Source: an optimization exercise on an open RTL-to-GDS flow (aim: small area, a short achievable clock period and few clock cycles per item). Production flows keep margins and buffers that such runs may drop.
At most, simulation tests tie the RTL to the original design; equivalence was not proved.
Power figures rest on the tool's default switching activity, not on a simulated workload.

// llf
module llf (
    input  wire        clk,
    input  wire        rst,
    input  wire        rx_req_valid,
    input  wire [15:0] rx_req_cap,
    output wire        rx_req_ready,
    output wire        rx_resp_valid,
    output wire [1:0]  rx_resp_status,
    output wire [15:0] rx_resp_len,
    input  wire        src_valid,
    input  wire        src_err,
    input  wire [7:0]  src_data,
    output wire        src_ready,
    output wire        rxbuf_we,
    output wire [15:0] rxbuf_addr,
    output wire [7:0]  rxbuf_data,
    input  wire        tx_req_valid,
    input  wire        tx_req_pay,
    input  wire [15:0] tx_req_len,
    output wire        tx_req_ready,
    output wire        tx_resp_valid,
    output wire [2:0]  tx_resp_status,
    output wire        txpay_rd,
    output wire [15:0] txpay_addr,
    input  wire [7:0]  txpay_data,
    output wire        sink_valid,
    output wire [7:0]  sink_data,
    output wire        sink_last,
    input  wire        sink_ready,
    input  wire        sink_resp_valid,
    input  wire        sink_resp_err,
    input  wire [16:0] sink_resp_count
);
    llf_rx u_rx (
        .clk            (clk),
        .rst            (rst),
        .rx_req_valid   (rx_req_valid),
        .rx_req_cap     (rx_req_cap),
        .rx_req_ready   (rx_req_ready),
        .src_valid      (src_valid),
        .src_err        (src_err),
        .src_data       (src_data),
        .src_ready      (src_ready),
        .rxbuf_we       (rxbuf_we),
        .rxbuf_addr     (rxbuf_addr),
        .rxbuf_data     (rxbuf_data),
        .rx_resp_valid  (rx_resp_valid),
        .rx_resp_status (rx_resp_status),
        .rx_resp_len    (rx_resp_len)
    );
    llf_tx u_tx (
        .clk             (clk),
        .rst             (rst),
  ...
==> flow/config.mk <==
export PLATFORM = sky130hd
export DESIGN_NAME = llf
export DESIGN_NICKNAME = llf
export VERILOG_FILES = /design/flow/design.v
export SDC_FILE = /design/flow/constraint.sdc
export NUM_CORES = 4
export LEC_CHECK = 0
export ABC_CLOCK_PERIOD_IN_PS = 1500
export CAP_MARGIN = 20
export CORE_MARGIN = 2
export CORE_UTILIZATION = 40
export SETUP_SLACK_MARGIN = 2.2
export SLEW_MARGIN = 20
export TNS_END_PERCENT = 10
==> flow/constraint.sdc <==
create_clock -name core_clock -period 4.0 [get_ports {clk}]
set_input_delay 0.8000 -clock core_clock [delete_from_list [all_inputs] [get_ports {clk}]]
set_output_delay 0.8000 -clock core_clock [all_outputs]
set_load 0.01 [all_outputs]
standard.sh (not shown) runs the stock make flow with config.mk's settings and CLKGATE_MAP_FILE= SYNTH_SCRIPT=/design/flow/synth_recipe.tcl, a recipe that flattens the netlist after the stock synthesis.
==> flow/flow/run.sh <==
#!/bin/bash
# The standard layout, with the port buffers made of sky130_fd_sc_hd__buf_2
# cells instead of the default choice. Every port still gets its buffer.
bash standard.sh "BUFFER_PORTS_ARGS=-buffer_cell sky130_fd_sc_hd__buf_2" finish > standard.log 2>&1
The starting point completed with no timing, DRC or antenna violations.
Next try:
- ABC_CLOCK_PERIOD_IN_PS: 1500 -> 800
- TNS_END_PERCENT: 10 -> 0
Final cell count drops by 2.0%.
Area after synthesis stays the same.
Non-clock buffer count drops by 28.
No run of this note included a check of the RTL's function; only the layout flow was run.

* * *

Another version of the RTL of llf (not shown whole).
For scale: about 1100 cells after synthesis, about 150 I/O pins, roughly 8500 um2 of cells after synthesis.
==> flow/config.mk <==
export PLATFORM = sky130hd
export DESIGN_NAME = llf
export DESIGN_NICKNAME = llf
export VERILOG_FILES = /design/flow/design.v
export SDC_FILE = /design/flow/constraint.sdc
export NUM_CORES = 4
export LEC_CHECK = 0
export ABC_AREA = 1
export ABC_CLOCK_PERIOD_IN_PS = 1500
export CAP_MARGIN = 20
export CORE_MARGIN = 2
export CORE_UTILIZATION = 40
export CTS_BUF_LIST = sky130_fd_sc_hd__clkbuf_8
export CTS_CLUSTER_SIZE = 32
export GPL_ROUTABILITY_DRIVEN = 0
export SETUP_SLACK_MARGIN = 2.2
export SLEW_MARGIN = 20
export TNS_END_PERCENT = 0
==> flow/constraint.sdc <==
create_clock -name core_clock -period 4.0 [get_ports {clk}]
set_input_delay 0.8000 -clock core_clock [delete_from_list [all_inputs] [get_ports {clk}]]
set_output_delay 0.8000 -clock core_clock [all_outputs]
set_load 0.01 [all_outputs]
==> flow/flow/run.sh <==
#!/bin/bash
# The standard layout, with the port buffers made of sky130_fd_sc_hd__buf_1
# cells instead of the default choice. Every port still gets its buffer.
bash standard.sh "BUFFER_PORTS_ARGS=-buffer_cell sky130_fd_sc_hd__buf_1" finish > standard.log 2>&1
Testbench counts at the start, summed over its fixed seeds: cycles 124,644, bytes 105,422.
Then changed:
GPL_ROUTABILITY_DRIVEN = not set   (was 0)
TNS_END_PERCENT = 5   (was 0)
Effect: Routed wire length is higher by about 0.36%; global-route usage is unchanged; fmax stays flat; power climbs by about 0.44%; clock skew hardly moves; final area climbs by about 0.6%.
Then changed:
CORE_UTILIZATION = 50   (was 40)
TNS_END_PERCENT = 0   (was 5)
Total power hardly moves.
Die area went down by 19%.
Critical path depth grows by 1.
Combinational power hardly moves.
Then changed:
CORE_UTILIZATION = 40   (was 50)
Maximum frequency barely changes.
Worst setup slack barely changes.
Routed wire length came out higher by a few percent.
Global-route usage came out lower by 3.8 points.
Hold slack is about the same.
Final cell count came out higher by a few percent.
Power came out lower slightly.
Area after synthesis is unchanged.
Non-clock buffer count came out higher by 1.
Die area came out higher by a quarter to a third.

* * *

Another version of the RTL of llf (not shown whole).
Size: roughly 1100 cells after synthesis, roughly 160 flip-flops, roughly 150 I/O pins, about 8600 um2 of cells after synthesis.
clock: 4.0 ns
lec_check: 0
abc_area: 1
abc_clock_period_in_ps: 1500
cap_margin: 20
core_margin: 2
core_utilization: 40
cts_buf_list: sky130_fd_sc_hd__clkbuf_8
cts_cluster_diameter: 150
cts_cluster_size: 40
setup_slack_margin: 2.2
slew_margin: 20
tns_end_percent: 0
==> flow/flow/run.sh <==
#!/bin/bash
# The standard layout, with the port buffers made of sky130_fd_sc_hd__buf_2
# cells instead of the default choice. Every port still gets its buffer.
bash standard.sh "BUFFER_PORTS_ARGS=-buffer_cell sky130_fd_sc_hd__buf_2" finish > standard.log 2>&1
The starting point passed the timing, DRC and antenna checks.
Testbench counts at the start, summed over its fixed seeds: cycles 124,644, bytes 105,422.
Edit:
==> flow/flow/run.sh (replaced) <==
#!/bin/bash
# The standard layout, with the port buffers made of sky130_fd_sc_hd__buf_1
# cells instead of the default choice. Every port still gets its buffer.
bash standard.sh "BUFFER_PORTS_ARGS=-buffer_cell sky130_fd_sc_hd__buf_1" finish > standard.log 2>&1
- CTS_CLUSTER_DIAMETER: 150 -> default
- CTS_CLUSTER_SIZE: 40 -> 32
What happened: The new run went through all stages and came out clean. Sequential share of layout area climbs by 0.78 points. Register-to-register slack gets worse by 0.08 ns. Final cell count barely changes. Die area does not change.

* * *

Another version of the RTL of llf (not shown whole).
Size in the first run: ~160 flip-flops, about 0.0083 mm² of cells after synthesis.
export LEC_CHECK = 0
export ABC_CLOCK_PERIOD_IN_PS = 1500
export CAP_MARGIN = 20
export CORE_MARGIN = 2
export CORE_UTILIZATION = 40
export SETUP_SLACK_MARGIN = 2.2
export SLEW_MARGIN = 20
export TNS_END_PERCENT = 0
create_clock -name core_clock -period 4.0 [get_ports {clk}]
==> flow/flow/run.sh <==
#!/bin/bash
# The standard layout, with the port buffers made of sky130_fd_sc_hd__buf_2
# cells instead of the default choice. Every port still gets its buffer.
bash standard.sh "BUFFER_PORTS_ARGS=-buffer_cell sky130_fd_sc_hd__buf_2" finish > standard.log 2>&1
The first run completed with no timing, DRC or antenna violations.
Testbench counts at the start, summed over its fixed seeds: cycles 124,644, bytes 105,422.
Change:
CTS_BUF_LIST = sky130_fd_sc_hd__clkbuf_8   (was not set)
CTS_CLUSTER_SIZE = 32   (was not set)
After rerunning:
- The new run ran to the end with no violations
- cell area is lower by 0.75%
- register-to-register slack gains 0.03 ns
- flip-flop and latch count does not change
- non-clock buffer count is higher by 4

* * *

llf with an RTL version that a note above also has.
For scale: ~1100 cells after synthesis, roughly 160 flip-flops, roughly 150 I/O pins, ~8500 sq um of cells after synthesis.
export LEC_CHECK = 0
export ABC_AREA = 1
export ABC_CLOCK_PERIOD_IN_PS = 1500
export CAP_MARGIN = 20
export CORE_MARGIN = 2
export CORE_UTILIZATION = 40
export CTS_BUF_LIST = sky130_fd_sc_hd__clkbuf_8
export CTS_CLUSTER_SIZE = 32
export SETUP_SLACK_MARGIN = 2.1
export SLEW_MARGIN = 20
export TNS_END_PERCENT = 0
create_clock -name core_clock -period 4.0 [get_ports {clk}]
==> flow/flow/run.sh <==
#!/bin/bash
# The standard layout, with the port buffers made of sky130_fd_sc_hd__buf_1
# cells instead of the default choice. Every port still gets its buffer.
bash standard.sh "BUFFER_PORTS_ARGS=-buffer_cell sky130_fd_sc_hd__buf_1" finish > standard.log 2>&1
The first run finished clean.
Testbench counts at the start, summed over its fixed seeds: cycles 124,644, bytes 105,422.
==> next run, changes <==
Settings changed: SETUP_SLACK_MARGIN 2.1 to 2.4.
What happened: The new run finished with timing, DRC and antenna clean; total power hardly moves; final cell count barely changes; via count barely changes; core utilization rose by 0.21 points; final area came out higher by 0.45%; combinational power came out higher by about 2%; clock skew stays flat; wire length barely changes; register-to-register slack is about the same; maximum frequency went up by 2.4%; area after synthesis stays the same.
==> next run, changes <==
Settings changed: PLACE_DENSITY set to 0.7, SETUP_SLACK_MARGIN 2.4 to 2.2.
=>
- hold slack barely changes
- sequential power is about the same
- via count goes up by 1.9%
- design area goes up by about 0.9%
- utilization goes up by 0.44 points
- total power goes down by 0.47%
- cell count goes up by 0.33%
- register-to-register slack degrades by 20 ps
- clock skew hardly moves
- wire length goes down by 3.4%

## re-timing with driven ports
Ports are ideal in the flow. The routed layouts listed here were re-timed in OpenROAD.
Step 1 (the two cells are an assumption about what drives the block):
set clk [get_ports {clk}]
set_driving_cell -lib_cell sky130_fd_sc_hd__clkbuf_16 $clk
set_driving_cell -lib_cell sky130_fd_sc_hd__buf_2 [delete_from_list [all_inputs] $clk]
Step 2, shift: input delay + t, output delay - t, t = (earliest + latest rising clock arrival at the registers) / 2. This alone moves slack from input paths to output paths.
Slacks: ideal ports / drivers / drivers and shift; pairs: ideal ports / drivers.
run	shift t [ns]	setup slack, ns	latest minus earliest clock arrival (ns)	worst register clock-pin slew, ns
the first run of note 1	0.459	1.887 / 1.887 / 1.599	0.012 / 0.012	0.07 / 0.07
the second run of note 1	0.464	1.883 / 1.883 / 1.550	0.012 / 0.011	0.07 / 0.07
the first run of note 2	0.498	2.125 / 2.085 / 1.663	0.015 / 0.015	0.10 / 0.10
the second run of note 2	0.503	2.121 / 2.082 / 1.661	0.018 / 0.018	0.10 / 0.10
the third run of note 2	0.504	2.127 / 2.085 / 1.694	0.011 / 0.010	0.09 / 0.09
the fourth run of note 2	0.498	2.125 / 2.085 / 1.663	0.015 / 0.015	0.10 / 0.10
the first run of note 3	0.492	2.154 / 2.127 / 1.667	0.014 / 0.014	0.09 / 0.09
the second run of note 3	0.495	2.123 / 2.082 / 1.654	0.012 / 0.012	0.09 / 0.09
the first run of note 4	0.467	2.105 / 2.102 / 1.636	0.017 / 0.017	0.07 / 0.07
the second run of note 4	0.490	2.108 / 2.092 / 1.627	0.021 / 0.021	0.09 / 0.09
the first run of note 5	0.502	2.080 / 2.048 / 1.599	0.018 / 0.017	0.10 / 0.10
the second run of note 5	0.498	2.125 / 2.085 / 1.663	0.015 / 0.015	0.10 / 0.10
the third run of note 5	0.488	2.128 / 2.095 / 1.657	0.015 / 0.015	0.10 / 0.10
After both steps setup and hold are still met in every run listed. For the first run of note 3, which loses most, drivers alone change the setup slack by -0.027 ns; drivers and shift together by -0.487 ns.
